Background: an optimization exercise with open tools, aiming at small area. Do not read the settings as production practice. Only simulation tests tie the RTL to the original design; equivalence was not proved. No activity file was given, so power comes from the tool's default toggle rates.

## design/flow/flow/run.sh

```bash
#!/bin/bash
export BUFFER_PORTS_ARGS="-buffer_cell sky130_fd_sc_hd__buf_1"
bash standard.sh > standard.log 2>&1
```

## design/flow/standard.sh

```bash
#!/bin/bash
# synth_recipe.tcl (not shown) runs the flow's synth.tcl, then flattens the netlist and writes it again
# the make line also repeats each setting of config.mk as NAME=value (left out here)
make -C /OpenROAD-flow-scripts/flow DESIGN_CONFIG=/design/flow/config.mk WORK_HOME=/design/flow/orfs CLKGATE_MAP_FILE= SYNTH_SCRIPT=/design/flow/synth_recipe.tcl "${@:-finish}"
```

## design/flow/config.mk

```make
export PLATFORM = sky130hd
export DESIGN_NAME = psc_bridge
export DESIGN_NICKNAME = psc_bridge
export VERILOG_FILES = /design/flow/design.v
export SDC_FILE = /design/flow/constraint.sdc
export NUM_CORES = 4
export LEC_CHECK = 0
export ABC_AREA = 1
export CAP_MARGIN = 20
export CORE_MARGIN = 2
export CORE_UTILIZATION = 40
export CTS_BUF_LIST = sky130_fd_sc_hd__clkbuf_8
export CTS_CLUSTER_SIZE = 60
export SLEW_MARGIN = 20
```

## design/flow/constraint.sdc

```tcl
create_clock -name core_clock -period 10.0 [get_ports {clk}]
set_input_delay 2.0000 -clock core_clock [delete_from_list [all_inputs] [get_ports {clk}]]
set_output_delay 2.0000 -clock core_clock [all_outputs]
set_load 0.01 [all_outputs]
```

## design/flow/design.v

```verilog
module psc_cal_rom(addr, data);
  input [8:0] addr;
  wire [8:0] addr;
  output [7:0] data;
  wire [7:0] data;
  wire _000_;
  wire _001_;
  wire _002_;
  wire _003_;
  wire _004_;
  wire _005_;
  wire _006_;
  wire _007_;
  wire _008_;
  wire _009_;
  wire _010_;
  wire _011_;
  wire _012_;
  wire _013_;
  wire _014_;
  wire _015_;
  wire _016_;
  wire _017_;
  wire _018_;
  wire _019_;
  wire _020_;
  wire _021_;
  wire _022_;
  wire _023_;
  wire _024_;
  wire _025_;
  wire _026_;
  wire _027_;
  wire _028_;
  wire _029_;
  wire _030_;
  wire _031_;
  wire _032_;
  wire _033_;
  wire _034_;
  wire _035_;
  wire _036_;
  wire _037_;
  wire _038_;
  wire _039_;
  wire _040_;
  wire _041_;
  wire _042_;
  wire _043_;
  wire _044_;
  wire _045_;
  wire _046_;
  wire _047_;
  wire _048_;
  wire _049_;
  wire _050_;
  wire _051_;
  wire _052_;
  wire _053_;
  wire _054_;
  wire _055_;
  wire _056_;
  wire _057_;
  wire _058_;
  wire _059_;
  wire _060_;
  wire _061_;
  wire _062_;
  wire _063_;
  wire _064_;
  wire _065_;
  wire _066_;
  wire _067_;
  wire _068_;
  wire _069_;
  wire _070_;
  wire _071_;
  wire _072_;
  wire _073_;
  wire _074_;
  wire _075_;
  wire _076_;
  wire _077_;
  wire _078_;
  wire _079_;
  wire _080_;
  wire _081_;
  wire _082_;
  wire _083_;
  wire _084_;
  wire _085_;
  wire _086_;
  wire _087_;
  wire _088_;
  wire _089_;
  wire _090_;
  wire _091_;
  wire _092_;
  wire _093_;
  wire _094_;
  wire _095_;
  wire _096_;
  wire _097_;
  wire _098_;
  wire _099_;
  wire _100_;
  wire _101_;
  wire _102_;
  wire _103_;
  wire _104_;
  wire _105_;
  wire _106_;
  wire _107_;
  wire _108_;
  wire _109_;
  wire _110_;
  wire _111_;
  wire _112_;
  wire _113_;
  wire _114_;
  wire _115_;
  wire _116_;
  wire _117_;
  wire _118_;
  wire _119_;
  wire _120_;
  wire _121_;
  wire _122_;
  wire _123_;
  wire _124_;
  wire _125_;
  wire _126_;
  wire _127_;
  wire _128_;
  wire _129_;
  wire _130_;
  wire _131_;
  wire _132_;
  wire _133_;
  wire _134_;
  wire _135_;
  wire _136_;
  wire _137_;
  wire _138_;
  wire _139_;
  wire _140_;
  wire _141_;
  wire _142_;
  wire _143_;
  wire _144_;
  wire _145_;
  wire _146_;
  wire _147_;
  wire _148_;
  wire _149_;
  wire _150_;
  wire _151_;
  wire _152_;
  wire _153_;
  wire _154_;
  wire _155_;
  wire _156_;
  wire _157_;
  wire _158_;
  wire _159_;
  wire _160_;
  wire _161_;
  wire _162_;
  wire _163_;
  wire _164_;
  wire _165_;
  wire _166_;
  wire _167_;
  wire _168_;
  wire _169_;
  wire _170_;
  wire _171_;
  wire _172_;
  wire _173_;
  wire _174_;
  wire _175_;
  wire _176_;
  wire _177_;
  wire _178_;
  wire _179_;
  wire _180_;
  wire _181_;
  wire _182_;
  wire _183_;
  wire _184_;
  wire _185_;
  wire _186_;
  wire _187_;
  wire _188_;
  wire _189_;
  wire _190_;
  wire _191_;
  wire _192_;
  wire _193_;
  wire _194_;
  wire _195_;
  wire _196_;
  wire _197_;
  wire _198_;
  wire _199_;
  wire _200_;
  wire _201_;
  wire _202_;
  wire _203_;
  wire _204_;
  wire _205_;
  wire _206_;
  wire _207_;
  wire _208_;
  wire _209_;
  wire _210_;
  wire _211_;
  wire _212_;
  wire _213_;
  wire _214_;
  wire _215_;
  wire _216_;
  wire _217_;
  wire _218_;
  wire _219_;
  wire _220_;
  wire _221_;
  wire _222_;
  wire _223_;
  wire _224_;
  wire _225_;
  wire _226_;
  wire _227_;
  wire _228_;
  wire _229_;
  wire _230_;
  wire _231_;
  wire _232_;
  wire _233_;
  wire _234_;
  wire _235_;
  wire _236_;
  wire _237_;
  wire _238_;
  wire _239_;
  wire _240_;
  wire _241_;
  wire _242_;
  wire _243_;
  wire _244_;
  wire _245_;
  wire _246_;
  wire _247_;
  wire _248_;
  wire _249_;
  wire _250_;
  wire _251_;
  wire _252_;
  wire _253_;
  wire _254_;
  wire _255_;
  wire _256_;
  wire _257_;
  wire _258_;
  wire _259_;
  wire _260_;
  wire _261_;
  wire _262_;
  wire _263_;
  wire _264_;
  wire _265_;
  wire _266_;
  wire _267_;
  wire _268_;
  wire _269_;
  wire _270_;
  wire _271_;
  wire _272_;
  wire _273_;
  wire _274_;
  wire _275_;
  wire _276_;
  wire _277_;
  wire _278_;
  wire _279_;
  wire _280_;
  wire _281_;
  wire _282_;
  wire _283_;
  wire _284_;
  wire _285_;
  wire _286_;
  wire _287_;
  wire _288_;
  wire _289_;
  wire _290_;
  wire _291_;
  wire _292_;
  wire _293_;
  wire _294_;
  wire _295_;
  wire _296_;
  wire _297_;
  wire _298_;
  wire _299_;
  wire _300_;
  wire _301_;
  wire _302_;
  wire _303_;
  wire _304_;
  wire _305_;
  wire _306_;
  wire _307_;
  wire _308_;
  wire _309_;
  wire _310_;
  wire _311_;
  wire _312_;
  wire _313_;
  wire _314_;
  wire _315_;
  wire _316_;
  wire _317_;
  wire _318_;
  wire _319_;
  wire _320_;
  wire _321_;
  wire _322_;
  wire _323_;
  wire _324_;
  wire _325_;
  wire _326_;
  wire _327_;
  wire _328_;
  wire _329_;
  wire _330_;
  wire _331_;
  wire _332_;
  wire _333_;
  wire _334_;
  wire _335_;
  wire _336_;
  wire _337_;
  wire _338_;
  wire _339_;
  wire _340_;
  wire _341_;
  wire _342_;
  wire _343_;
  wire _344_;
  wire _345_;
  wire _346_;
  wire _347_;
  wire _348_;
  wire _349_;
  wire _350_;
  wire _351_;
  wire _352_;
  wire _353_;
  wire _354_;
  wire _355_;
  wire _356_;
  wire _357_;
  wire _358_;
  wire _359_;
  wire _360_;
  wire _361_;
  wire _362_;
  wire _363_;
  wire _364_;
  wire _365_;
  wire _366_;
  wire _367_;
  assign _079_ = 4'h1 >> addr[7:6];
  assign _090_ = 4'h8 >> { _079_, addr[8] };
  assign _100_ = 4'h2 >> addr[5:4];
  assign _111_ = 4'h8 >> { _100_, _090_ };
  assign _122_ = 4'h8 >> { _090_, addr[5] };
  assign _133_ = 4'h8 >> addr[4:3];
  assign _143_ = 4'h1 >> addr[4:3];
  assign _154_ = 4'h1 >> { _143_, _133_ };
  assign _165_ = 4'h1 >> { addr[2], addr[0] };
  assign _176_ = 4'h1 >> { _165_, addr[1] };
  assign _186_ = 4'h1 >> { _176_, _154_ };
  assign _197_ = 4'h1 >> { _186_, addr[0] };
  assign _208_ = 4'h2 >> { _197_, _122_ };
  assign _219_ = 4'h1 >> { _208_, _111_ };
  assign _229_ = 4'h8 >> { _133_, addr[5] };
  assign _240_ = 4'h8 >> { _229_, addr[0] };
  assign _250_ = 4'h8 >> addr[3:2];
  assign _261_ = 4'h8 >> { _250_, addr[0] };
  assign _272_ = 4'h8 >> { addr[0], addr[1] };
  assign _282_ = 4'h4 >> addr[4:3];
  assign _293_ = 4'h8 >> { _282_, _272_ };
  assign _304_ = 4'h1 >> { _293_, _261_ };
  assign _308_ = 4'h1 >> addr[3:2];
  assign _309_ = 4'h2 >> { addr[0], addr[1] };
  assign _310_ = 4'h8 >> { _309_, _308_ };
  assign _311_ = 4'h2 >> { _310_, _304_ };
  assign _312_ = 4'h4 >> { _311_, _240_ };
  assign _313_ = 4'h4 >> { _312_, _219_ };
  assign _314_ = 4'h1 >> { _308_, _250_ };
  assign _315_ = 4'h1 >> { _314_, addr[1] };
  assign _316_ = 4'h8 >> { _133_, addr[2] };
  assign _317_ = 4'h1 >> addr[8:7];
  assign _318_ = 4'h4 >> addr[6:5];
  assign _319_ = 4'h8 >> { _318_, _317_ };
  assign _320_ = 4'h4 >> { _319_, _316_ };
  assign _321_ = 4'h4 >> { _320_, _315_ };
  assign _322_ = 4'h2 >> { addr[4], addr[2] };
  assign _323_ = 4'h1 >> { addr[3], addr[0] };
  assign _324_ = 4'h8 >> { _323_, _322_ };
  assign _325_ = 4'h2 >> addr[4:3];
  assign _326_ = 4'h8 >> { _325_, _272_ };
  assign _327_ = 4'h1 >> { _326_, _324_ };
  assign _328_ = 4'h8 >> { _327_, _321_ };
  assign _329_ = 4'h1 >> { _328_, _313_ };
  assign _330_ = 4'h1 >> addr[6:5];
  assign _331_ = 4'h4 >> { _330_, addr[8] };
  assign _332_ = 4'h8 >> { _331_, addr[7] };
  assign _333_ = 4'h8 >> { addr[4], addr[0] };
  assign _334_ = 4'h8 >> { _309_, addr[2] };
  assign _335_ = 4'h1 >> addr[2:1];
  assign _336_ = 4'h1 >> { _335_, _334_ };
  assign _337_ = 4'h2 >> { _336_, addr[3] };
  assign _338_ = 4'h1 >> { _337_, _333_ };
  assign _339_ = 4'h2 >> { _338_, addr[1] };
  assign _340_ = 4'h2 >> { addr[3], addr[1] };
  assign _341_ = 4'h4 >> { _325_, addr[1] };
  assign _342_ = 4'h1 >> { _341_, _340_ };
  assign _343_ = 4'h1 >> { _342_, addr[2] };
  assign _344_ = 4'h4 >> { _282_, addr[0] };
  assign _345_ = 4'h1 >> { _344_, _250_ };
  assign _346_ = 4'h8 >> { _345_, addr[4] };
  assign _347_ = 4'h8 >> { addr[2], addr[0] };
  assign _348_ = 4'h1 >> { _347_, addr[4] };
  assign _349_ = 4'h1 >> { _348_, addr[1] };
  assign _350_ = 4'h4 >> { _349_, _346_ };
  assign _351_ = 4'h1 >> { _350_, _343_ };
  assign _352_ = 4'h4 >> { _351_, _339_ };
  assign _353_ = 4'h2 >> { _352_, _332_ };
  assign _354_ = 4'h2 >> { _353_, _329_ };
  assign _355_ = 4'h2 >> { _272_, addr[4] };
  assign _356_ = 4'h4 >> { _272_, addr[4] };
  assign _357_ = 4'h1 >> { _356_, _355_ };
  assign _358_ = 4'h4 >> addr[3:2];
  assign _359_ = 4'h1 >> { addr[3], addr[1] };
  assign _360_ = 4'h8 >> { _359_, _347_ };
  assign _361_ = 4'h1 >> { _360_, _358_ };
  assign _362_ = 4'h1 >> { _361_, _357_ };
  assign _363_ = 4'h8 >> { _358_, _309_ };
  assign _364_ = 4'h8 >> addr[2:1];
  assign _365_ = 4'h1 >> { _364_, _358_ };
  assign _366_ = 4'h2 >> { _365_, _333_ };
  assign _367_ = 4'h2 >> { _366_, addr[7] };
  assign _000_ = 4'h4 >> { addr[4], addr[2] };
  assign _001_ = 4'h8 >> { _000_, addr[1] };
  assign _002_ = 4'h1 >> { _001_, _367_ };
  assign _003_ = 4'h1 >> { _000_, _322_ };
  assign _004_ = 4'h4 >> { _003_, _250_ };
  assign _005_ = 4'h1 >> { _325_, addr[0] };
  assign _006_ = 4'h4 >> { _005_, _358_ };
  assign _007_ = 4'h4 >> { _006_, _004_ };
  assign _008_ = 4'h2 >> { _360_, _331_ };
  assign _009_ = 4'h4 >> { _008_, _007_ };
  assign _010_ = 4'h4 >> { _009_, _002_ };
  assign _011_ = 4'h4 >> { _314_, addr[1] };
  assign _012_ = 4'h4 >> { addr[0], addr[1] };
  assign _013_ = 4'h1 >> { _012_, _309_ };
  assign _014_ = 4'h8 >> { _013_, _357_ };
  assign _015_ = 4'h1 >> { _347_, _333_ };
  assign _016_ = 4'h4 >> { _015_, _014_ };
  assign _017_ = 4'h1 >> { _016_, _011_ };
  assign _018_ = 4'h8 >> { addr[4], addr[2] };
  assign _019_ = 4'h2 >> { _018_, _319_ };
  assign _020_ = 4'h4 >> { _019_, _017_ };
  assign _021_ = 4'h1 >> { _020_, _010_ };
  assign _022_ = 4'h1 >> { _021_, _363_ };
  assign _023_ = 4'h8 >> { _000_, _340_ };
  assign _024_ = 4'h1 >> { _023_, addr[5] };
  assign _025_ = 4'h4 >> { _024_, _022_ };
  assign _026_ = 4'h4 >> { _317_, addr[6] };
  assign _027_ = 4'h4 >> { _026_, _025_ };
  assign _028_ = 4'h4 >> { _027_, _362_ };
  assign _029_ = 4'h8 >> { _339_, addr[5] };
  assign _030_ = 4'h1 >> { addr[0], addr[1] };
  assign _031_ = 4'h4 >> { _030_, _143_ };
  assign _032_ = 4'h2 >> { _013_, _143_ };
  assign _033_ = 4'h1 >> { _032_, _031_ };
  assign _034_ = 4'h1 >> { _033_, addr[2] };
  assign _035_ = 4'h1 >> { _034_, _250_ };
  assign _036_ = 4'h4 >> { _035_, _029_ };
  assign _037_ = 4'h1 >> { _036_, _261_ };
  assign _038_ = 4'h2 >> { _037_, _028_ };
  assign data[6] = 4'h2 >> { _038_, _354_ };
  assign _039_ = 4'h1 >> { addr[4], addr[0] };
  assign _040_ = 4'h8 >> { _039_, _358_ };
  assign _041_ = 4'h1 >> { addr[4], addr[1] };
  assign _042_ = 4'h1 >> { _347_, _165_ };
  assign _043_ = 4'h2 >> { _042_, _041_ };
  assign _044_ = 4'h8 >> { _003_, addr[3] };
  assign _045_ = 4'h8 >> { _044_, _030_ };
  assign _046_ = 4'h1 >> { _045_, _043_ };
  assign _047_ = 4'h8 >> { _143_, addr[1] };
  assign _048_ = 4'h1 >> { _047_, _315_ };
  assign _049_ = 4'h4 >> { _322_, addr[1] };
  assign _050_ = 4'h1 >> { _049_, _100_ };
  assign _051_ = 4'h4 >> { _050_, _003_ };
  assign _052_ = 4'h8 >> { _051_, _048_ };
  assign _053_ = 4'h1 >> { _324_, _293_ };
  assign _054_ = 4'h4 >> { _053_, _052_ };
  assign _055_ = 4'h8 >> { _054_, _027_ };
  assign _056_ = 4'h1 >> { _309_, addr[3] };
  assign _057_ = 4'h8 >> { _056_, _000_ };
  assign _058_ = 4'h8 >> { _309_, _133_ };
  assign _059_ = 4'h1 >> { _058_, _047_ };
  assign _060_ = 4'h8 >> { _059_, _122_ };
  assign _061_ = 4'h4 >> { _060_, _057_ };
  assign _062_ = 4'h1 >> { _061_, _055_ };
  assign _063_ = 4'h2 >> { _062_, _046_ };
  assign _064_ = 4'h2 >> { _325_, addr[0] };
  assign _065_ = 4'h4 >> { _064_, addr[2] };
  assign _066_ = 4'h2 >> { _065_, _345_ };
  assign _067_ = 4'h1 >> { _066_, addr[1] };
  assign _068_ = 4'h1 >> { _047_, _316_ };
  assign _069_ = 4'h2 >> { _068_, addr[2] };
  assign _070_ = 4'h8 >> { _332_, _304_ };
  assign _071_ = 4'h4 >> { _070_, _069_ };
  assign _072_ = 4'h4 >> { _071_, _067_ };
  assign _073_ = 4'h1 >> { _072_, _063_ };
  assign _074_ = 4'h4 >> { _340_, addr[2] };
  assign _075_ = 4'h2 >> { _013_, _314_ };
  assign _076_ = 4'h1 >> { _075_, _074_ };
  assign _077_ = 4'h4 >> { _076_, _250_ };
  assign _078_ = 4'h2 >> { _365_, _111_ };
  assign _080_ = 4'h4 >> { _078_, _077_ };
  assign _081_ = 4'h2 >> { _080_, _073_ };
  assign _082_ = 4'h1 >> { _081_, _040_ };
  assign _083_ = 4'h4 >> { _325_, _309_ };
  assign _084_ = 4'h1 >> { _340_, addr[2] };
  assign _085_ = 4'h4 >> { _084_, _083_ };
  assign _086_ = 4'h8 >> { addr[3], addr[0] };
  assign _087_ = 4'h1 >> { _086_, _323_ };
  assign _088_ = 4'h4 >> { _087_, _308_ };
  assign _089_ = 4'h1 >> { _309_, addr[4] };
  assign _091_ = 4'h8 >> { _089_, _365_ };
  assign _092_ = 4'h4 >> { _091_, _088_ };
  assign _093_ = 4'h1 >> { _092_, _085_ };
  assign _094_ = 4'h2 >> { _093_, _319_ };
  assign _095_ = 4'h8 >> { _321_, _282_ };
  assign _096_ = 4'h8 >> { _095_, _364_ };
  assign _097_ = 4'h1 >> { _096_, _094_ };
  assign data[5] = 4'h4 >> { _097_, _082_ };
  assign _098_ = 4'h2 >> { _340_, addr[0] };
  assign _099_ = 4'h8 >> { _098_, _154_ };
  assign _101_ = 4'h1 >> { _099_, _058_ };
  assign _102_ = 4'h2 >> { _101_, addr[2] };
  assign _103_ = 4'h1 >> { _359_, _165_ };
  assign _104_ = 4'h2 >> { _103_, _348_ };
  assign _105_ = 4'h2 >> { _104_, addr[5] };
  assign _106_ = 4'h4 >> { _105_, _102_ };
  assign _107_ = 4'h2 >> { _106_, _027_ };
  assign _108_ = 4'h1 >> { _336_, addr[4] };
  assign _109_ = 4'h4 >> { _108_, _165_ };
  assign _110_ = 4'h2 >> { _039_, _358_ };
  assign _112_ = 4'h1 >> { _110_, _109_ };
  assign _113_ = 4'h2 >> { _112_, _319_ };
  assign _114_ = 4'h2 >> { _308_, addr[1] };
  assign _115_ = 4'h8 >> { _114_, _087_ };
  assign _116_ = 4'h1 >> { _087_, addr[2] };
  assign _117_ = 4'h2 >> { _116_, _111_ };
  assign _118_ = 4'h4 >> { _117_, _115_ };
  assign _119_ = 4'h1 >> { _118_, _096_ };
  assign _120_ = 4'h4 >> { _004_, addr[1] };
  assign _121_ = 4'h2 >> { _030_, _358_ };
  assign _123_ = 4'h2 >> { _121_, _332_ };
  assign _124_ = 4'h2 >> { _012_, _250_ };
  assign _125_ = 4'h4 >> { _124_, _005_ };
  assign _126_ = 4'h2 >> { _322_, _309_ };
  assign _127_ = 4'h8 >> { _126_, _154_ };
  assign _128_ = 4'h1 >> { _127_, _125_ };
  assign _129_ = 4'h8 >> { _128_, _123_ };
  assign _130_ = 4'h4 >> { _129_, _120_ };
  assign _131_ = 4'h8 >> { _000_, _309_ };
  assign _132_ = 4'h1 >> { _131_, _324_ };
  assign _134_ = 4'h8 >> { _132_, _122_ };
  assign _135_ = 4'h8 >> { _003_, _272_ };
  assign _136_ = 4'h2 >> { _087_, _335_ };
  assign _137_ = 4'h1 >> { _136_, _135_ };
  assign _138_ = 4'h8 >> { _137_, _134_ };
  assign _139_ = 4'h8 >> { _138_, _046_ };
  assign _140_ = 4'h1 >> { _139_, _130_ };
  assign _141_ = 4'h8 >> { _140_, _119_ };
  assign _142_ = 4'h4 >> { _141_, _113_ };
  assign data[4] = 4'h4 >> { _142_, _107_ };
  assign _144_ = 4'h4 >> { _332_, addr[3] };
  assign _145_ = 4'h8 >> { _144_, _354_ };
  assign _146_ = 4'h1 >> { _145_, _027_ };
  assign _147_ = 4'h4 >> { _014_, addr[3] };
  assign _148_ = 4'h1 >> { _364_, _340_ };
  assign _149_ = 4'h4 >> { _148_, _012_ };
  assign _150_ = 4'h2 >> { _149_, _044_ };
  assign _151_ = 4'h2 >> { _150_, _050_ };
  assign _152_ = 4'h4 >> { _151_, _147_ };
  assign _153_ = 4'h1 >> { _152_, _146_ };
  assign _155_ = 4'h4 >> { _108_, _064_ };
  assign _156_ = 4'h4 >> { _359_, _348_ };
  assign _157_ = 4'h1 >> { _156_, _057_ };
  assign _158_ = 4'h4 >> { _157_, _155_ };
  assign _159_ = 4'h2 >> { _158_, _319_ };
  assign _160_ = 4'h8 >> { _076_, _111_ };
  assign _161_ = 4'h2 >> { _039_, _359_ };
  assign _162_ = 4'h1 >> { _161_, _337_ };
  assign _163_ = 4'h1 >> { _162_, _240_ };
  assign _164_ = 4'h1 >> { _308_, _133_ };
  assign _166_ = 4'h2 >> { _164_, _332_ };
  assign _167_ = 4'h4 >> { _039_, addr[2] };
  assign _168_ = 4'h8 >> { _167_, addr[1] };
  assign _169_ = 4'h4 >> { _347_, _143_ };
  assign _170_ = 4'h2 >> { _169_, _122_ };
  assign _171_ = 4'h4 >> { _170_, _168_ };
  assign _172_ = 4'h1 >> { _171_, _166_ };
  assign _173_ = 4'h1 >> { _172_, _163_ };
  assign _174_ = 4'h1 >> { _173_, _160_ };
  assign _175_ = 4'h4 >> { _174_, _159_ };
  assign data[3] = 4'h4 >> { _175_, _153_ };
  assign _177_ = 4'h4 >> { _073_, addr[3] };
  assign _178_ = 4'h2 >> { _073_, addr[3] };
  assign _179_ = 4'h2 >> { _178_, _329_ };
  assign _180_ = 4'h4 >> { _179_, _177_ };
  assign _181_ = 4'h4 >> { _000_, addr[0] };
  assign _182_ = 4'h1 >> { _181_, _074_ };
  assign _183_ = 4'h8 >> { _182_, _122_ };
  assign _184_ = 4'h1 >> { _183_, _111_ };
  assign _185_ = 4'h2 >> { _308_, addr[4] };
  assign _187_ = 4'h1 >> { _064_, _362_ };
  assign _188_ = 4'h1 >> { _187_, _185_ };
  assign _189_ = 4'h1 >> { _013_, _334_ };
  assign _190_ = 4'h4 >> { _189_, _188_ };
  assign _191_ = 4'h1 >> { _190_, _184_ };
  assign _192_ = 4'h4 >> { _191_, _180_ };
  assign _193_ = 4'h1 >> { _131_, _133_ };
  assign _194_ = 4'h2 >> { _193_, addr[5] };
  assign _195_ = 4'h8 >> { _322_, _272_ };
  assign _196_ = 4'h1 >> { _195_, _194_ };
  assign _198_ = 4'h4 >> { _149_, _000_ };
  assign _199_ = 4'h2 >> { _005_, _335_ };
  assign _200_ = 4'h4 >> { _199_, addr[3] };
  assign _201_ = 4'h1 >> { _200_, _198_ };
  assign _202_ = 4'h8 >> { _201_, _196_ };
  assign _203_ = 4'h8 >> { _202_, _027_ };
  assign _204_ = 4'h1 >> { _155_, _086_ };
  assign _205_ = 4'h1 >> { _204_, addr[1] };
  assign _206_ = 4'h2 >> { _068_, addr[0] };
  assign _207_ = 4'h2 >> { _018_, _309_ };
  assign _209_ = 4'h4 >> { _207_, _314_ };
  assign _210_ = 4'h1 >> { _209_, _206_ };
  assign _211_ = 4'h4 >> { _210_, _205_ };
  assign _212_ = 4'h2 >> { _211_, _332_ };
  assign _213_ = 4'h8 >> { _041_, addr[0] };
  assign _214_ = 4'h1 >> { _181_, addr[2] };
  assign _215_ = 4'h1 >> { _214_, _213_ };
  assign _216_ = 4'h2 >> { _215_, _083_ };
  assign _217_ = 4'h1 >> { _216_, _109_ };
  assign _218_ = 4'h2 >> { _217_, _319_ };
  assign _220_ = 4'h1 >> { _218_, _095_ };
  assign _221_ = 4'h4 >> { _220_, _212_ };
  assign _222_ = 4'h4 >> { _221_, _203_ };
  assign data[2] = 4'h4 >> { _222_, _192_ };
  assign _223_ = 4'h2 >> { _165_, addr[4] };
  assign _224_ = 4'h4 >> { _223_, _088_ };
  assign _225_ = 4'h1 >> { _167_, addr[1] };
  assign _226_ = 4'h4 >> { _225_, _224_ };
  assign _227_ = 4'h1 >> { _226_, _114_ };
  assign _228_ = 4'h1 >> { _227_, _195_ };
  assign _230_ = 4'h2 >> { _228_, _122_ };
  assign _231_ = 4'h2 >> { _223_, _056_ };
  assign _232_ = 4'h8 >> { _018_, addr[1] };
  assign _233_ = 4'h1 >> { _232_, _040_ };
  assign _234_ = 4'h4 >> { _233_, _231_ };
  assign _235_ = 4'h2 >> { _234_, _027_ };
  assign _236_ = 4'h1 >> { _235_, _230_ };
  assign _237_ = 4'h4 >> { _118_, addr[2] };
  assign _238_ = 4'h8 >> { _250_, _111_ };
  assign _239_ = 4'h8 >> { _340_, addr[0] };
  assign _241_ = 4'h8 >> { _239_, _122_ };
  assign _242_ = 4'h1 >> { _241_, _238_ };
  assign _243_ = 4'h4 >> { _242_, _237_ };
  assign _244_ = 4'h4 >> { _243_, _022_ };
  assign data[1] = 4'h8 >> { _244_, _236_ };
  assign _245_ = 4'h1 >> { _088_, addr[1] };
  assign _246_ = 4'h1 >> { _364_, addr[4] };
  assign _247_ = 4'h4 >> { _246_, _245_ };
  assign _248_ = 4'h8 >> { _333_, _308_ };
  assign _249_ = 4'h8 >> { _250_, addr[1] };
  assign _251_ = 4'h4 >> { _249_, _039_ };
  assign _252_ = 4'h1 >> { _251_, _248_ };
  assign _253_ = 4'h4 >> { _252_, _247_ };
  assign _254_ = 4'h2 >> { _253_, _027_ };
  assign _255_ = 4'h8 >> { _355_, _308_ };
  assign _256_ = 4'h1 >> { _255_, _169_ };
  assign _257_ = 4'h1 >> { _256_, _012_ };
  assign _258_ = 4'h1 >> { _323_, _282_ };
  assign _259_ = 4'h4 >> { _258_, _341_ };
  assign _260_ = 4'h4 >> { _259_, _088_ };
  assign _262_ = 4'h2 >> { _260_, _320_ };
  assign _263_ = 4'h1 >> { _018_, _143_ };
  assign _264_ = 4'h4 >> { _263_, _041_ };
  assign _265_ = 4'h4 >> { _264_, _086_ };
  assign _266_ = 4'h2 >> { _213_, _332_ };
  assign _267_ = 4'h4 >> { _266_, _265_ };
  assign _268_ = 4'h1 >> { _267_, _262_ };
  assign _269_ = 4'h1 >> { _268_, _257_ };
  assign _270_ = 4'h1 >> { _269_, _254_ };
  assign _271_ = 4'h1 >> { _270_, _045_ };
  assign _273_ = 4'h1 >> { _358_, addr[1] };
  assign _274_ = 4'h4 >> { _273_, _236_ };
  assign _275_ = 4'h8 >> { _264_, _309_ };
  assign _276_ = 4'h2 >> { _275_, _122_ };
  assign _277_ = 4'h2 >> { _124_, _111_ };
  assign _278_ = 4'h4 >> { _277_, _011_ };
  assign _279_ = 4'h1 >> { _278_, _276_ };
  assign _280_ = 4'h1 >> { _279_, _188_ };
  assign _281_ = 4'h4 >> { _280_, _274_ };
  assign data[0] = 4'h1 >> { _281_, _271_ };
  assign _283_ = 4'h1 >> { _048_, addr[0] };
  assign _284_ = 4'h1 >> { _133_, addr[5] };
  assign _285_ = 4'h1 >> { _284_, _229_ };
  assign _286_ = 4'h2 >> { _285_, addr[0] };
  assign _287_ = 4'h8 >> { _286_, _048_ };
  assign _288_ = 4'h1 >> { _287_, _283_ };
  assign _289_ = 4'h8 >> { _288_, _028_ };
  assign _290_ = 4'h4 >> { _111_, addr[1] };
  assign _291_ = 4'h1 >> { _290_, _319_ };
  assign _292_ = 4'h4 >> { _231_, _176_ };
  assign _294_ = 4'h1 >> { _292_, _250_ };
  assign _295_ = 4'h4 >> { _294_, _291_ };
  assign _296_ = 4'h1 >> { _031_, _344_ };
  assign _297_ = 4'h8 >> { _296_, _215_ };
  assign _298_ = 4'h2 >> { _199_, _332_ };
  assign _299_ = 4'h4 >> { _298_, _297_ };
  assign _300_ = 4'h1 >> { _299_, _295_ };
  assign _301_ = 4'h1 >> { _300_, _255_ };
  assign _302_ = 4'h2 >> { _185_, _176_ };
  assign _303_ = 4'h1 >> { _127_, _316_ };
  assign _305_ = 4'h4 >> { _303_, _302_ };
  assign _306_ = 4'h2 >> { _305_, _122_ };
  assign _307_ = 4'h1 >> { _306_, _301_ };
  assign data[7] = 4'h4 >> { _307_, _289_ };
endmodule
module psc_mapper (
  input  wire [7:0]  b,
  input  wire        mode,
  output reg  [7:0]  btn0,
  output reg  [7:0]  btn1,
  output reg  [7:0]  btn2
);
  always @(*) begin
    btn0 = 8'h00;
    btn1 = 8'h00;
    btn2 = 8'h00;
    if (!mode) begin
      btn1[0] = b[0];
      btn1[3] = b[1];
      btn1[2] = b[2];
      btn1[1] = b[3];
      btn2[1] = b[4];
      btn2[2] = b[5];
      btn2[0] = b[6];
      btn2[3] = b[7];
    end else begin
      btn1[5] = b[0];
      btn2[6] = b[1];
      btn0[6] = b[2];
      btn1[4] = b[3];
      btn0[1] = b[4];
      btn0[3] = b[5];
      btn0[2] = b[6];
      btn0[0] = b[7];
    end
  end
endmodule
module psc_bridge (
  input  wire        clk,
  input  wire        rst,           
  output wire        idle,          
  input  wire        cmd_valid,
  input  wire [7:0]  cmd_data,
  input  wire        cmd_last,
  output wire        cmd_ready,
  input  wire        tick,
  output wire        out_valid,
  output wire [7:0]  out_data,
  output wire        out_last,
  input  wire        out_ready,
  output wire        led,
  input  wire        mode,
  input  wire [31:0] millis,
  input  wire [7:0]  rand_data,
  output wire        rand_req,
  output wire        bus_sel_n,
  output wire        bus_req,
  output wire [7:0]  bus_tx,        
  input  wire        bus_done,
  input  wire [7:0]  bus_rx,        
  input  wire        bus_ack
);
  localparam [2:0] S_IDLE = 3'd0,
                   S_RECV = 3'd1,
                   S_EXEC = 3'd2,
                   S_RAND = 3'd3,
                   S_SEND = 3'd4,
                   S_BUS  = 3'd5;
  localparam [1:0] K_IGN  = 2'd0,    
                   K_HS   = 2'd1,    
                   K_SUB  = 2'd2,    
                   K_POLL = 2'd3;    
  localparam [5:0] HS_BASE  = 6'd60,
                   SUB_BASE = 6'd45;
  function [7:0] rev8;
    input [7:0] b;
    integer k;
    begin
      for (k = 0; k < 8; k = k + 1)
        rev8[k] = b[7-k];
    end
  endfunction
  reg [2:0]  state;
  reg [1:0]  kind;
  reg [5:0]  cnt;         
  reg        enable;
  reg        id_valid;
  reg        led_r;
  reg        dual;        
  reg [47:0] id;          
  reg [2:0]  ph;          
  reg        have;        
  reg [7:0]  s0;          
  reg [7:0]  s1;          
  reg [7:0]  s2;          
  reg [7:0]  s3;          
  reg [7:0]  s4;          
  wire st_idle = (state == S_IDLE);
  wire st_recv = (state == S_RECV);
  wire st_exec = (state == S_EXEC);
  wire st_rand = (state == S_RAND);
  wire st_send = (state == S_SEND);
  wire st_bus  = (state == S_BUS);
  wire is_hs   = (kind == K_HS);
  wire is_sub  = (kind == K_SUB);
  wire is_poll = (kind == K_POLL);
  wire sel01 = (s0 == 8'h01);
  wire sel02 = (s0 == 8'h02);
  wire sel03 = (s0 == 8'h03);
  wire sel04 = (s0 == 8'h04);
  wire sel10 = (s0 == 8'h10);
  wire sel11 = (s0 == 8'h11);
  wire sel12 = (s0 == 8'h12);
  wire sel21 = (s0 == 8'h21);
  wire sel30 = (s0 == 8'h30);
  wire [7:0] rx  = rev8(bus_rx);
  wire [7:0] src = st_bus ? ~rx : cmd_data;
  wire       cal_ok = (s2 == 8'h60) || (s2 == 8'h80);
  wire [7:0] rom_byte;
  psc_cal_rom u_rom (
    .addr ({s2[7], s1}),
    .data (rom_byte)
  );
  wire [7:0] cal_byte = cal_ok ? rom_byte : 8'hFF;
  wire [7:0] btn0, btn1, btn2;
  psc_mapper u_map (
    .b    (s4),
    .mode (mode),
    .btn0 (btn0),
    .btn1 (btn1),
    .btn2 (btn2)
  );
  wire [3:0] pc  = cnt[3:0];           
  wire       c0  = (cnt == 6'd0);
  wire       lo6 = (cnt <= 6'd5);      
  wire       hdr = (cnt >= 6'd45);     
  reg [7:0] kbyte;                     
  always @(*) begin
    kbyte = 8'h00;
    case (kind)
      K_HS: begin
        if (cnt == 6'd60) kbyte = 8'h81;
        if (cnt == 6'd63) kbyte = 8'h03;
      end
      K_SUB: begin
        case (cnt)
          6'd45: kbyte = 8'h21;
          6'd47: kbyte = 8'h91;
          6'd52: kbyte = 8'h08;
          6'd53: kbyte = 8'h80;
          6'd55: kbyte = 8'h08;
          6'd56: kbyte = 8'h80;
          6'd58: kbyte = sel01 ? 8'h81 : sel02 ? 8'h82 : sel04 ? 8'h83 :
                         sel10 ? 8'h90 : sel21 ? 8'hA0 : 8'h80;
          6'd60: kbyte = (sel01 || sel02) ? 8'h03 : sel21 ? 8'h01 : 8'h00;
          6'd61: kbyte = sel02 ? 8'h48 : 8'h00;
          6'd62: kbyte = sel02 ? 8'h03 : sel21 ? 8'hFF : 8'h00;
          6'd63: kbyte = sel02 ? 8'h02 : 8'h00;
          6'd0:  kbyte = sel21 ? 8'h03 : 8'h00;
          6'd2:  kbyte = sel21 ? 8'h05 : 8'h00;
          6'd3:  kbyte = sel21 ? 8'h01 : 8'h00;
          6'd6:  kbyte = sel02 ? 8'h01 : 8'h00;
          6'd7:  kbyte = sel02 ? 8'h01 : 8'h00;
          default: kbyte = 8'h00;
        endcase
      end
      K_POLL: begin
        if (pc == 4'd0) kbyte = 8'h30;
        if (pc == 4'd2) kbyte = 8'h91;
      end
      default: ;
    endcase
  end
  wire f_id  = lo6 && (is_hs || (is_sub && sel02));
  wire f_s0  = (is_hs && cnt == 6'd61) || (is_sub && cnt == 6'd59);
  wire f_s1  = is_sub && sel10 && cnt == 6'd60;
  wire f_s2  = (is_sub && sel10 && cnt == 6'd61) ||
               (is_poll && dual && pc == 4'd11);
  wire f_s3  = f_id || (is_sub && sel10 && c0) ||
               (is_poll && dual && pc == 4'd8);
  wire f_cal = is_sub && sel10 && !c0 && !hdr;
  wire f_ms  = is_poll && pc == 4'd1;
  wire f_b0  = is_poll && pc == 4'd3;
  wire f_b1  = is_poll && pc == 4'd4;
  wire f_b2  = is_poll && pc == 4'd5;
  wire f_n1h = is_poll && dual && pc == 4'd6;     
  wire f_n1l = is_poll && dual && pc == 4'd7;     
  wire f_n0h = is_poll && dual && pc == 4'd9;
  wire f_n0l = is_poll && dual && pc == 4'd10;
  wire [7:0] obyte = kbyte
                   | ({8{f_s0}}  & s0)
                   | ({8{f_s1}}  & s1)
                   | ({8{f_s2}}  & s2)
                   | ({8{f_s3}}  & s3)
                   | ({8{f_cal}} & cal_byte)
                   | ({8{f_ms}}  & millis[7:0])
                   | ({8{f_b0}}  & btn0)
                   | ({8{f_b1}}  & btn1)
                   | ({8{f_b2}}  & btn2)
                   | {{4{f_n1h}} & ~s1[3:0], {4{f_n1l}} & ~s1[7:4]}
                   | {{4{f_n0h}} & ~s0[3:0], {4{f_n0l}} & ~s0[7:4]};
  wire flash_last = (cnt == 6'd44) || (!hdr && s3 == {2'b00, cnt});
  wire olast = is_hs  ? (sel01 ? (cnt == 6'd5) : (cnt == 6'd61)) :
               is_sub ? ((sel01 || sel11 || sel12) ? (cnt == 6'd60) :
                         sel02 ? (cnt == 6'd7) :
                         sel10 ? flash_last :
                         sel21 ? (cnt == 6'd3) : (cnt == 6'd59)) :
               (cnt == 6'd63);
  wire id_grab = st_send && f_id && !have && (ph == cnt[2:0]);
  wire out_v   = st_send && (!f_id || have);
  wire take    = out_v && out_ready;
  always @(posedge clk) begin
    if (rst) begin
      state    <= S_IDLE;
      enable   <= 1'b0;
      id_valid <= 1'b0;
      led_r    <= 1'b0;
    end else begin
      case (state)
        S_IDLE: begin
          cnt <= 6'd0;
          if (cmd_valid) begin
            kind  <= (cmd_data == 8'h80) ? K_HS :
                     (cmd_data == 8'h01) ? K_SUB : K_IGN;
            state <= cmd_last ? S_EXEC : S_RECV;
          end else if (tick && enable) begin
            kind  <= K_POLL;
            state <= S_BUS;
          end
        end
        S_RECV: begin
          if (cmd_valid) begin
            cnt <= cnt + 6'd1;
            if (cmd_last)
              state <= S_EXEC;
          end
        end
        S_EXEC: begin
          cnt   <= is_sub ? SUB_BASE : HS_BASE;
          state <= S_IDLE;
          if (is_hs && !c0) begin                   
            if (sel01)
              state <= id_valid ? S_SEND : S_RAND;
            else if (sel02 || sel03)
              state <= S_SEND;
            else if (sel04)
              enable <= 1'b1;
          end else if (is_sub && cnt >= 6'd16) begin   
            if (sel30)
              led_r <= ~led_r;
            state <= (sel02 && !id_valid) ? S_RAND : S_SEND;
          end
        end
        S_RAND: begin
          if (ph == 3'd5) begin
            id_valid <= 1'b1;
            state    <= S_SEND;
          end
        end
        S_SEND: begin
          if (take) begin
            if (olast)
              state <= S_IDLE;
            else
              cnt <= cnt + 6'd1;
          end
        end
        S_BUS: begin
          if (bus_done) begin
            cnt <= cnt + 6'd1;
            if (!bus_ack) begin
              state <= S_IDLE;
            end else if (cnt == 6'd1) begin
              dual <= (rx == 8'h73);
              if (rx != 8'h41 && rx != 8'h73)
                state <= S_IDLE;
            end else if (cnt == 6'd6 || (cnt == 6'd2 && !dual)) begin
              cnt   <= 6'd0;
              state <= S_SEND;
            end
          end
        end
        default: state <= S_IDLE;
      endcase
    end
  end
  always @(posedge clk) begin
    id <= {id[39:0], st_rand ? rand_data : id[47:40]};
    ph <= ((st_exec && !id_valid) || ph == 3'd5) ? 3'd0 : ph + 3'd1;
    have <= !rst && !take && (have || id_grab);
  end
  wire cap  = st_recv && cmd_valid;
  wire xchg = st_bus && bus_done && bus_ack;
  wire ld0 = (cap && ((is_hs && c0) || (is_sub && cnt == 6'd9))) ||
             (xchg && cnt == 6'd3);
  wire ld1 = (cap && is_sub && cnt == 6'd10) || (xchg && cnt == 6'd5);
  wire ld2 = (cap && is_sub && cnt == 6'd11) || (xchg && cnt == 6'd4);
  wire ld3 = (cap && is_sub && cnt == 6'd14) || (xchg && cnt == 6'd6);
  wire ld4 = xchg && cnt == 6'd2;
  always @(posedge clk) begin
    if (ld0) s0 <= src;
    if (ld1) s1 <= src;
    else if (take && f_cal && s1 != 8'hFF) s1 <= s1 + 8'd1;
    if (ld2) s2 <= src;
    if (ld3) s3 <= src;
    else if (id_grab) s3 <= id[47:40];
    if (ld4) s4 <= src;
  end
  assign idle      = st_idle;
  assign cmd_ready = st_idle || st_recv;
  assign out_valid = out_v;
  assign out_data  = obyte;
  assign out_last  = olast;
  assign led       = led_r;
  assign rand_req  = st_rand;
  assign bus_sel_n = ~st_bus;
  assign bus_req   = st_bus;
  assign bus_tx    = {c0, cnt == 6'd1, 4'h0, cnt == 6'd1, 1'b0};
endmodule
```

==> results of run 1 <==
cell usage in the layout (no fill, tap or decap), types with 6 or more instances in the layout:
master    synthesis  routed
buf_1             1      59
dfxtp_1          58      58
ha_1             27      27
edfxtp_1         49      49
o22ai_1          13      13
o21ai_1           5       6
nor2_1           93      93
inv_2            14      14
nand4_1          12      12
nor3_1           26      26
o21ai_0          81      80
nand2_2           8       8
inv_1           138     139
a21oi_1          42      42
clkbuf_8          0       9
nor4_1            9       9
nand3_1          47      47
o211ai_1          7       7
a31oi_1          11      11
nand2_1         237     237
nor2_2            9       9
xor2_1           11      11
registers in the layout (all words and copies together), names as in the netlist, 2 cells and up:
name	flops
id	48
s0	8
s1	8
s2	8
s3	8
s4	8
cnt	6
ph	3
state	3
kind	2
layer usage:
metal | vias to the layer above | wire length [um] | GRT usage (%)
li1 | 3413 | - | -
met4 | 0 | 510 | 7.79
met1 | 3366 | 11700 | 40.8
met2 | 421 | 10600 | 40.8
met3 | 42 | 2760 | 6.96
met5 | - | 0 | 0
cells in the mapped netlist (9+ instances only):
cell type / count / area share, %
o21ai_0: 81 / 5.7
xor2_1: 11 / 1.4
inv_2: 14 / 0.74
ha_1: 27 / 4.8
nand2_1: 237 / 13
nor2_2: 9 / 0.80
nor2_1: 93 / 4.9
nand4_1: 12 / 1.1
nand3_1: 47 / 3.3
edfxtp_1: 49 / 21
inv_1: 138 / 7.3
nor3_1: 26 / 1.8
nor4_1: 9 / 0.80
buf_2: 9 / 0.64
o22ai_1: 13 / 1.1
a31oi_1: 11 / 0.97
dfxtp_1: 58 / 16
a21oi_1: 42 / 3.0
where the power goes:
group | leakage [nW] | switching, mW | internal [mW] | total, mW
logic | 2.27 | 0.249 | 0.106 | 0.355
clock network | 0.110 | 0.152 | 0.120 | 0.273
registers | 0.926 | 0.0566 | 0.535 | 0.591
total | 3.30 | 0.458 | 0.761 | 1.22
path summary, 6_finish.rpt:
| check | endpoint | cells after the start | slack (ps) |
|---|---|---|---|
| worst max-delay path | out_data[2] | 22 | 3950 |
| worst min-delay path | id[42] | 0 | 320 |
| worst max register to register | cnt[1] | 12 | 6710 |
| worst min register to register | id[42] | 0 | 320 |
layout make-up:
type / count / area, um2 / area share, %
multi-input combinational: 708 / 3740 / 48.7
tap: 225 / 282 / 3.67
clock inverter: 7 / 87.6 / 1.14
timing repair buffer: 61 / 236 / 3.08
clock buffer: 9 / 124 / 1.61
sequential: 107 / 2630 / 34.3
inverter: 153 / 574 / 7.48
kinds of logic (layout without fill, tap and decap cells):
kind of cell | after synthesis | after routing | share of synthesized area [%]
xor gates and xnor gates | 14 | 14 | 1.73
muxes | 1 | 1 | 0.159
adders and majority gates | 27 | 27 | 4.77
DFF | 107 | 107 | 37.2
and+or+nand+nor | 456 | 456 | 28.2
other | 1 | 5 | 0.0530
buffers and inverters | 179 | 230 | 10.2
AOI/OAI and AO/OA | 205 | 205 | 17.7
==> impl_metrics.yaml, run 1 <==
synth:
  async_reset_ff_share_pct: 0
  ys_seq_area_share_pct: 37.2
  synth_ff_type: "dfxtp_1"
  synth_cells: 990
  ys_ff_latch: 107
  synth.avg_cell_area_um2: 7.15
  synth_cell_types: 58
  syn_area_um2: 7080
  synth_edf_count: 49
  ys_warn_count: 2
placement:
  gp_congestion: 1.00
  hpwl_mm: 20.6
  portBuffers: 59
  dp_cells: 1254
  dpl_cell_area_um2: 7460
  dp_slack_ps: 4510
sta:
  whs_ps: 324
  setup_slack_ps: 3950
  finalMaxSlewViolations: 0
  worstMarginPinSlew_ps: 1100
  max_clock_freq_ghz: 0.165
  setup_tns_ps: 0
  setup_viol: 0
  finalClockSkew_ps: 17.3
  rsz0062_at_grt: "no"
  slew_headroom_pct: 26.4
  period_share_pct: 60.5
  timing_hold_violations_final: 0
  min_period_ps: 6050
drt:
  drt_wl_total_mm: 25.6
  num_vias: 7242
  wl_per_cell_um: 20.2
  drt_iter0_markers: 794
  antenna_left: 0
  dr.pass1.iters: 5
  drc: 0
  vias_per_cell: 5.70
global_routing:
  grt_max_degree: 21
  overflow: 0
  groute.usage.overall_pct: 28.0
  grt_pass1_vias: 6679
  grt_pass1_wl_mm: 39.2
  antenna_found_initial: 0
outcome:
  status: "finished clean"
final_layout:
  filler_cell_count: 1839
  stdcell_count: 1270
  num_antenna_cells: 0
  finalCoreUtilization_pct: 44.4
  area_delta_synth_final_pct: 8.43
  drive_gt1_share_pct: 6.51
  fin_area_um2: 7670
  nets: 1132
setup_path:
  reg2reg_from: "cnt[1]"
  slowest_delay_ps: 820
  crit_family: "simple AND/OR/NAND/NOR gates"
  cp_max_fo: 16
  startpoint_type: "flop"
  crit_path_frequent_cell: "nand2_1"
  path_class: "reg2out"
  cp-startpoint: "s1[0]"
  cp.buffers_inverters: 3
  crit_arrival_ps: 4050
  crit_path_end_kind: "output port"
  crit_slowest_cell: "edfxtp_1"
  critPathRequiredTime_ps: 8000
  crit_chain: "clkinv_1 -> ha_1 -> inv_1 -> nand2_1 -> nand3b_1 -> nand2_1 -> nand3_1 -> nand2_1 -> nand2_1 -> nand2_1 -> nand3_1 -> nand2_1 -> nand2_1 -> nand2_1 -> nand2_1 -> nand3_1 -> nand2_1 -> nand2_1 -> nand2_1 -> nand2_1 -> nand2_1 -> buf_1"
die:
  initial_core_util_pct: 40.9
  die_w_um: 137
  core_um2: 17300
  die_area_um2: 18800
  die_height_um: 137
  ios: 89
  num_rows: 48
cts:
  root_buffer: "clkbuf_8"
  clock_latency_ps: 380
  cts_buffers: 9
  path_clk_slew_ps: 110
  tritoncts: "done"
  cts_setup_buffers: 0
  clk_path_buf_depth: 2
  cts_resized: 0
  cts.sinks: 107
  cts_max_level: 3
  ctsHoldBuffers: 0
run:
  max_cap_viol_count: 0
power_and_ir_drop:
  ir_worst_vdd_mv: 0.138
  power_mw: 1.22
  p_leak_nw: 3.30
  power.density_nw_per_um2: 159
worst_hold_path:
  min_from: "id[34]"
  hold_class: "reg2reg"
==> run 2: changes to the inputs <==
--- a/design/flow/config.mk
+++ b/design/flow/config.mk
@@ -9,6 +9,6 @@
 export CAP_MARGIN = 20
 export CORE_MARGIN = 2
 export CORE_UTILIZATION = 40
-export CTS_BUF_LIST = sky130_fd_sc_hd__clkbuf_8
-export CTS_CLUSTER_SIZE = 60
+export CTS_BUF_LIST = sky130_fd_sc_hd__clkbuf_16
+export CTS_CLUSTER_SIZE = 100
 export SLEW_MARGIN = 20
==> impl_metrics.yaml, run 2 <==
drt:
  met3_length_mm: 2.53
  drt_iter0_markers: 829
  num_vias: 7260
  antenna_left: 0
  drt_wl_total_mm: 25.7
  dr.pass1.iters: 5
  drc: 0
  met1_length_mm: 12.0
  wl_met2_mm: 10.6
  wl_per_cell_um: 20.3
  vias_per_cell: 5.72
  top_layer_used: "met4"
cts:
  cts_resized: 0
  root_buffer: "clkbuf_16"
  clk_path_buf_depth: 2
  tritoncts: "done"
  cts.sinks: 107
  cts_max_level: 3
  cts_setup_buffers: 0
  ctsHoldBuffers: 0
  path_clk_slew_ps: 80
  clock_latency_ps: 350
  cts_buffers: 9
synth:
  synth_cells: 990
  yosysMostFrequentCell: "nand2_1"
  ys_ff_latch: 107
  synthTopCellsByCount: "237 x nand2_1, 138 x inv_1, 93 x nor2_1"
  synth.area.top_cells: "edfxtp_1 21%, dfxtp_1 16%, nand2_1 13%"
  ys_warn_count: 2
  synth_ff_type: "dfxtp_1"
  ys_seq_area_share_pct: 37.2
  synth.avg_cell_area_um2: 7.15
  syn_area_um2: 7080
  synth_top_area_cell: "edfxtp_1"
  netlist.area_leader.share_pct: 20.8
  synth_cell_types: 58
  synth_edf_count: 49
  async_reset_ff_share_pct: 0
power_and_ir_drop:
  power_mw: 1.30
  ir_worst_vdd_mv: 0.137
  power.density_nw_per_um2: 167
  p_leak_nw: 3.35
setup_path:
  critPathRequiredTime_ps: 8000
  path_class: "reg2out"
  crit_path_end_kind: "output port"
  startpoint_type: "flop"
  cp_max_fo: 16
  crit_arrival_ps: 3960
final_layout:
  stdcell_count: 1270
  drive_gt1_share_pct: 6.51
  layout_commonest_cell: "nand2_1"
  largest_reg_flops: 48
  num_antenna_cells: 0
  filler_cell_count: 1828
  layout_common_cells: "237 x nand2_1, 139 x inv_1, 93 x nor2_1, 80 x o21ai_0, 59 x buf_1"
  multiInputGateArea_um2: 3740
  nets: 1132
  fin_area_um2: 7770
  area_delta_synth_final_pct: 9.79
  regMostFlops: "id"
  regArea_um2: 2630
  finalCoreUtilization_pct: 44.9
placement:
  dp_cells: 1254
  dpl_cell_area_um2: 7460
  portBuffers: 59
  hpwl_mm: 20.6
  gp_congestion: 1.00
  dp_slack_ps: 4510
die:
  core_um2: 17300
  initial_core_util_pct: 40.9
  die_height_um: 137
  ios: 89
  num_rows: 48
  die_area_um2: 18800
  die_w_um: 137
sta:
  max_clock_freq_ghz: 0.168
  rsz0062_at_grt: "no"
  finalMaxSlewViolations: 0
  worstMarginPinSlew_ps: 1090
  slew_headroom_pct: 27.4
  whs_ps: 321
  setup_tns_ps: 0
  timing_hold_violations_final: 0
  period_share_pct: 59.6
  finalClockSkew_ps: 12.1
  min_period_ps: 5960
  setup_slack_ps: 4040
  setup_viol: 0
run:
  max_cap_viol_count: 0
global_routing:
  overflow: 0
  groute.usage.overall_pct: 28.1
  grt_pass1_vias: 6684
  antenna_found_initial: 0
  grt_max_degree: 21
  grt_pass1_wl_mm: 39.2
worst_hold_path:
  hold_class: "reg2reg"
outcome:
  status: "finished clean"
## run 2: worst max-delay path: stages (launching register included)
cell and delay [ps]:
edfxtp_1 830, inv_1 550, ha_1 520, inv_1 110, nor2_1 150, nor2_1 70
nor2_1 100, nand2_1 60, nand2_1 70, nand2_1 70, nand2_1 90, nand3_1 90
nand2_1 80, nand2_1 70, nand2_1 120, nand2_1 60, nand3_1 100, nand2_1 80
nand2_1 60, nand2_1 50, nand2_1 90, nand2_1 50, buf_1 120
## run 2: area by class of cell
type	count	share of cell area (%)
multi-input combinational	708	48.1
sequential	107	33.9
inverter	153	7.39
tap	225	3.62
clock buffer	10	3.22
timing repair buffer	61	3.04
clock inverter	6	0.741
## run 2: kinds of logic (layout without fill, tap and decap cells)
kind of cell             Yosys count  in the layout  synth area share [%]
AND/OR/NAND/NOR                  456            456                  28.2
AO/OA/AOI/OAI                    205            205                  17.7
buffers and inverters            179            230                  10.2
flip-flops                       107            107                  37.2
adder cells (fa/ha/maj)           27             27                  4.77
XOR/XNOR                          14             14                  1.73
other                              1              5                0.0530
multiplexers                       1              1                 0.159
## run 2: report_power, final
group	total [mW]	switching, mW	internal (mW)
combinational	0.355	0.249	0.106
clock	0.352	0.163	0.189
sequential	0.592	0.0569	0.535
total	1.30	0.469	0.830
## run 2: layer usage
layer,track usage [%],vias up
met5,0,-
met4,8.02,0
met3,6.63,59
met2,40.9,424
met1,41.1,3356
li1,-,3421
## run 2: worst paths after layout
path	from	endpoint	slack, ps	cells past startpoint
setup / recovery	s1[2]	out_data[2]	4040	22
hold / removal	id[34]	id[42]	320	0
hold reg to reg	id[34]	id[42]	320	0
setup reg to reg	cnt[1]	cnt[1]	6770	12
==> run 3: changes to the inputs <==
==> design/flow/config.mk (replaced) <==
export PLATFORM = sky130hd
export DESIGN_NAME = psc_bridge
export DESIGN_NICKNAME = psc_bridge
export VERILOG_FILES = /design/flow/design.v
export SDC_FILE = /design/flow/constraint.sdc
export NUM_CORES = 4
export LEC_CHECK = 0
export ABC_AREA = 1
export CAP_MARGIN = 0
export CORE_MARGIN = 2
export CORE_UTILIZATION = 40
export CTS_BUF_LIST = sky130_fd_sc_hd__clkbuf_8
export SLEW_MARGIN = 0
==> impl_metrics.yaml, run 3 <==
placement:
  portBuffers: 59
  gp_congestion: 1.00
  hpwl_mm: 20.6
  dp_slack_ps: 4510
cts:
  clk_path_buf_depth: 2
  clock_latency_ps: 380
  cts_buffers: 9
  path_clk_slew_ps: 110
  cts_max_level: 3
  cts_setup_buffers: 0
  root_buffer: "clkbuf_8"
  cts.sinks: 107
  cts_resized: 0
  ctsHoldBuffers: 0
  tritoncts: "done"
sta:
  setup_tns_ps: 0
  rsz0062_at_grt: "no"
  timing_hold_violations_final: 0
  slew_headroom_pct: 23.2
  max_clock_freq_ghz: 0.167
  setup_slack_ps: 4000
  min_period_ps: 6000
  setup_viol: 0
  period_share_pct: 60.0
  finalClockSkew_ps: 18.0
  finalMaxSlewViolations: 0
  worstMarginPinSlew_ps: 1150
setup_path:
  cp_max_fo: 16
  crit_arrival_ps: 4000
  crit_path_end_kind: "output port"
  reg2reg_from: "cnt[1]"
  path_class: "reg2out"
  r2r_setup_slack_ps: 6770
  r2r_cells: 12
  cp-startpoint: "s1[0]"
  startpoint_type: "flop"
  critPathRequiredTime_ps: 8000
  reg2reg_to: "cnt[0]"
  endpoint: "out_data[2]"
global_routing:
  groute.usage.overall_pct: 28.0
  grt_pass1_vias: 6679
  grt_pass1_wl_mm: 39.2
  overflow: 0
  grt_max_degree: 21
  antenna_found_initial: 0
synth:
  synth.area.top_cells: "edfxtp_1 21%, dfxtp_1 16%, nand2_1 13%"
  synth.avg_cell_area_um2: 7.15
  synth_top_area_cell: "edfxtp_1"
  syn_area_um2: 7080
  ys_seq_area_share_pct: 37.2
  ys_warn_count: 2
  ys_ff_latch: 107
  synth_cell_types: 58
  netlist.area_leader.share_pct: 20.8
  synth_cells: 990
  synth_ff_type: "dfxtp_1"
  synthTopCellsByCount: "237 x nand2_1, 138 x inv_1, 93 x nor2_1"
  async_reset_ff_share_pct: 0
  yosysMostFrequentCell: "nand2_1"
  synth_edf_count: 49
drt:
  drt_iter0_markers: 801
  num_vias: 7178
  dr.pass1.iters: 6
  wl_per_cell_um: 20.1
  drt_wl_total_mm: 25.6
  vias_per_cell: 5.65
  antenna_left: 0
  drc: 0
die:
  die_w_um: 137
  die_area_um2: 18800
  die_height_um: 137
  ios: 89
  num_rows: 48
  initial_core_util_pct: 40.9
  core_um2: 17300
final_layout:
  nets: 1132
  drive_gt1_share_pct: 6.51
  largest_reg_flops: 48
  layout_commonest_cell: "nand2_1"
  num_antenna_cells: 0
  regMostFlops: "id"
  area_delta_synth_final_pct: 8.43
  layout_common_cells: "237 x nand2_1, 139 x inv_1, 93 x nor2_1, 81 x o21ai_0, 59 x buf_1"
outcome:
  status: "finished clean"
power_and_ir_drop:
  ir_worst_vdd_mv: 0.137
  p_leak_nw: 3.30
  power.density_nw_per_um2: 159
worst_hold_path:
  whs_path_depth: 0
  hold_class: "reg2reg"
  min_from: "id[34]"
run:
  max_cap_viol_count: 0
[run 3: layer usage]
| layer | up-vias | GRT usage (%) | wire (um) |
|---|---|---|---|
| met2 | 420 | 40.8 | 10600 |
| met1 | 3306 | 40.8 | 11700 |
| met4 | 0 | 7.79 | 537 |
| li1 | 3408 | - | - |
| met3 | 44 | 6.96 | 2740 |
| met5 | - | 0 | 0 |
[run 3: cell families (layout without fill, tap and decap cells)]
family | count (synthesis) | after routing | synth area share [%]
compound gates | 205 | 205 | 17.7
xor+xnor | 14 | 14 | 1.73
fa+ha+maj | 27 | 27 | 4.77
buf+inv | 179 | 230 | 10.2
flops | 107 | 107 | 37.2
mux | 1 | 1 | 0.159
other cells | 1 | 5 | 0.0530
simple gates | 456 | 456 | 28.2
[run 3: worst min-delay path by stage]
stage,end,slack [ps]
4_1_cts,id[42],330
3_5_place_dp,id[15],310
3_3_place_gp,id[38],310
2_1_floorplan,id[10],310
6_report,id[42],330
5_1_grt,id[42],320
[run 3: final cells by class]
type | count | area [um2]
inverters | 153 | 574
multi-input cells | 708 | 3740
fillers | 1839 | 9620
well taps | 225 | 282
clock buffers | 9 | 124
clock inverters | 7 | 87.6
flip-flops and latches | 107 | 2630
repair buffers | 61 | 236
[run 3: critical path: stages, from the launching register on]
cell,delay [ps]
edfxtp_1,800
clkinv_1,600
ha_1,540
inv_1,100
nand2_1,130
nand3b_1,90
nand2_1,70
nand3_1,80
nand2_1,100
nand2_1,70
nand2_1,90
nand3_1,90
nand2_1,70
nand2_1,70
nand2_1,110
nand2_1,60
nand3_1,100
nand2_1,70
nand2_1,60
nand2_1,50
nand2_1,90
nand2_1,50
buf_1,120
[run 3: power breakdown]
part	total, mW	switching [mW]	internal, mW
logic	0.354	0.248	0.106
registers	0.591	0.0568	0.535
clock network	0.273	0.153	0.120
total	1.22	0.457	0.761
[run 3: metrics by stage]
stage / cell area, um2 / utilization [%] / hold WS (ps) / std cells / power, mW
final: 7670 / 44.4 / 325 / 1270 / 1.22
after global routing: 7670 / 44.4 / 323 / 1270 / 1.29
after CTS: 7670 / 44.4 / 326 / 1270 / 1.22
after detailed placement: 7460 / 43.1 / 312 / 1254 / 0.947
after global placement: 7460 / 43.1 / 310 / 1254 / 0.947
after floorplan: 7090 / - / 310 / 994 / 0.833
==> run 4: changes to the inputs <==
==> design/flow/flow/run.sh (replaced) <==
#!/bin/bash
export BUFFER_PORTS_ARGS="-buffer_cell sky130_fd_sc_hd__buf_1"
export CTS_ARGS="-sink_clustering_enable -repair_clock_nets -buf_list sky130_fd_sc_hd__clkbuf_8 -dont_use_dummy_load"
bash standard.sh > standard.log 2>&1
--- a/design/flow/config.mk
+++ b/design/flow/config.mk
@@ -6,8 +6,8 @@
 export NUM_CORES = 4
 export LEC_CHECK = 0
 export ABC_AREA = 1
-export CAP_MARGIN = 0
+export CAP_MARGIN = 20
 export CORE_MARGIN = 2
 export CORE_UTILIZATION = 40
 export CTS_BUF_LIST = sky130_fd_sc_hd__clkbuf_8
-export SLEW_MARGIN = 0
+export SLEW_MARGIN = 20
==> impl_metrics.yaml, run 4 <==
drt:
  vias_per_cell: 5.71
  drt_wl_total_mm: 25.6
  drc: 0
  drt_iter0_markers: 742
  antenna_left: 0
  dr.pass1.iters: 6
  num_vias: 7210
  wl_per_cell_um: 20.3
die:
  die_area_um2: 18800
  initial_core_util_pct: 40.9
  die_height_um: 137
  ios: 89
  core_um2: 17300
  num_rows: 48
  die_w_um: 137
setup_path:
  crit_path_frequent_cell: "nand2_1"
  crit_arrival_ps: 3970
  r2r_cells: 12
  crit_slowest_cell: "edfxtp_1"
  path_class: "reg2out"
  startpoint_type: "flop"
  crit_chain: "clkinv_1 -> ha_1 -> inv_1 -> nand2_1 -> nand3b_1 -> nand2_1 -> nand3_1 -> nand2_1 -> nand2_1 -> nand2_1 -> nand3_1 -> nand2_1 -> nand2_1 -> nand2_1 -> nand2_1 -> nand3_1 -> nand2_1 -> nand2_1 -> nand2_1 -> nand2_1 -> nand2_1 -> buf_1"
  crit_family: "simple AND/OR/NAND/NOR gates"
  reg2reg_from: "cnt[1]"
  crit_path_end_kind: "output port"
  reg2reg_to: "cnt[4]"
  cp.buffers_inverters: 3
  critPathRequiredTime_ps: 8000
  slowest_delay_ps: 790
  r2r_setup_slack_ps: 6770
  cp_max_fo: 16
synth:
  ys_ff_latch: 107
  synth.avg_cell_area_um2: 7.15
  ys_warn_count: 2
  synth.area.top_cells: "edfxtp_1 21%, dfxtp_1 16%, nand2_1 13%"
  synth_top_area_cell: "edfxtp_1"
  netlist.area_leader.share_pct: 20.8
  yosysMostFrequentCell: "nand2_1"
  syn_area_um2: 7080
  synth_cells: 990
  async_reset_ff_share_pct: 0
  ys_seq_area_share_pct: 37.2
  synthTopCellsByCount: "237 x nand2_1, 138 x inv_1, 93 x nor2_1"
  synth_cell_types: 58
  synth_ff_type: "dfxtp_1"
  synth_edf_count: 49
sta:
  finalClockSkew_ps: 38.6
  timing_hold_violations_final: 0
  setup_tns_ps: 0
  setup_slack_ps: 4030
  period_share_pct: 59.7
  finalMaxSlewViolations: 0
  setup_viol: 0
  worstMarginPinSlew_ps: 1100
  max_clock_freq_ghz: 0.168
  min_period_ps: 5970
  slew_headroom_pct: 26.6
  rsz0062_at_grt: "no"
cts:
  tritoncts: "done"
  cts_max_level: 3
  ctsHoldBuffers: 0
  path_clk_slew_ps: 100
  root_buffer: "clkbuf_8"
  cts.sinks: 107
  cts_setup_buffers: 0
  cts_buffers: 9
  clk_path_buf_depth: 2
  cts_resized: 0
  clock_latency_ps: 370
global_routing:
  grt_pass1_wl_mm: 39.1
  groute.usage.overall_pct: 28.0
  grt_pass1_vias: 6681
  antenna_found_initial: 0
  overflow: 0
  grt_max_degree: 21
final_layout:
  nets: 1132
  layout_common_cells: "237 x nand2_1, 138 x inv_1, 93 x nor2_1, 80 x o21ai_0, 59 x buf_1"
  area_delta_synth_final_pct: 7.20
  drive_gt1_share_pct: 5.97
  finalCoreUtilization_pct: 43.9
  largest_reg_flops: 48
  num_antenna_cells: 0
  regMostFlops: "id"
  filler_cell_count: 1846
  layout_commonest_cell: "nand2_1"
power_and_ir_drop:
  p_leak_nw: 3.26
  ir_worst_vdd_mv: 0.138
  power.density_nw_per_um2: 152
run:
  max_cap_viol_count: 0
placement:
  gp_congestion: 1.00
  portBuffers: 59
  dp_slack_ps: 4510
  hpwl_mm: 20.6
worst_hold_path:
  whs_path_depth: 0
  hold_class: "reg2reg"
  min_from: "id[34]"
  whs_endpoint: "id[42]"
outcome:
  status: "finished clean"
run 4: changes by cell type in the layout (fill, tap and decap cells not counted):
cell,change
clkinv_4,-2
bufinv_16,-1
clkinv_8,-1
inv_1,-1
inv_6,-1
inv_8,-1
o21ai_0,-1
o21ai_1,+1
run 4: final cells by class:
class / count / area [um2] / area share [%]
clock buffers: 9 / 124 / 1.63
inverters: 153 / 574 / 7.57
flip-flops and latches: 107 / 2630 / 34.7
repair buffers: 61 / 236 / 3.12
well taps: 225 / 282 / 3.71
multi-input cells: 708 / 3740 / 49.3
run 4: metal layers:
layer | GRT usage (%) | vias up | share of wire, %
met1 | 40.7 | 3343 | 46
met5 | 0 | - | 0
met2 | 40.7 | 418 | 41
li1 | - | 3400 | -
met4 | 8.13 | 0 | 2.3
met3 | 7.07 | 49 | 11
run 4: how the worst max path moves through the flow:
stage                     start          end  slack [ps]  depth (start not counted)
after floorplan            mode  out_data[2]        4990                          7
after global placement    s1[0]  out_data[2]        4440                         22
after detailed placement   mode  out_data[2]        4510                          8
after CTS                 s1[0]  out_data[2]        4070                         22
after global routing      s1[0]  out_data[2]        3670                         22
final                     s1[0]  out_data[2]        4030                         22
run 4: through the flow:
| step | instance area, um2 | hold WS [ps] | std cells | total power, mW |
|---|---|---|---|---|
| finish | 7590 | 306 | 1263 | 1.15 |
| global route | 7590 | 311 | 1263 | 1.22 |
| CTS | 7590 | 311 | 1263 | 1.15 |
| detailed placement | 7460 | 312 | 1254 | 0.947 |
| global placement | 7460 | 310 | 1254 | 0.947 |
| floorplan | 7090 | 310 | 994 | 0.833 |
run 4: kinds of logic (layout without fill, tap and decap cells):
| logic type | after synthesis | after routing | share of synthesized area [%] |
|---|---|---|---|
| XOR/XNOR | 14 | 14 | 1.73 |
| AO/OA/AOI/OAI | 205 | 205 | 17.7 |
| other | 1 | 5 | 0.0530 |
| buffers and inverters | 179 | 223 | 10.2 |
| flip-flops | 107 | 107 | 37.2 |
| multiplexers | 1 | 1 | 0.159 |
| adder cells (fa/ha/maj) | 27 | 27 | 4.77 |
| AND/OR/NAND/NOR | 456 | 456 | 28.2 |
run 4: power breakdown:
part | switching [mW] | internal (mW)
clock | 0.124 | 0.0811
sequential | 0.0569 | 0.535
combinational | 0.248 | 0.106
total | 0.429 | 0.722

[separate check: timing with driven ports]
In the flow no input, the clock included, has a driving cell. The finished layouts below were timed again as built, in two steps.
Step 1 (the two cells are an assumption about what drives the block):
set clk [get_ports {clk}]
set_driving_cell -lib_cell sky130_fd_sc_hd__clkbuf_16 $clk
set_driving_cell -lib_cell sky130_fd_sc_hd__buf_2 [delete_from_list [all_inputs] $clk]
Step 2 moves the port delays by t, midway between the first and last clock arrival at a register: inputs arrive t later, outputs are due t later. That takes back most of the time a late clock gives input paths.
Slacks: ideal / step 1 / step 2; pairs: ideal / step 1.
run | shift t [ns] | setup WS [ns] | hold slack, ns | worst slew at a driven data input, ns
run 1 | 0.404 | 3.946 / 3.910 / 4.314 | 0.324 / 0.324 / 0.324 | 0.05
run 2 | 0.384 | 4.038 / 4.001 / 4.385 | 0.321 / 0.321 / 0.321 | 0.05
run 3 | 0.405 | 4.002 / 3.966 / 4.371 | 0.325 / 0.325 / 0.325 | 0.05
run 4 | 0.387 | 4.031 / 3.997 / 4.384 | 0.306 / 0.306 / 0.306 | 0.05
After both steps setup and hold are still met in every run listed.
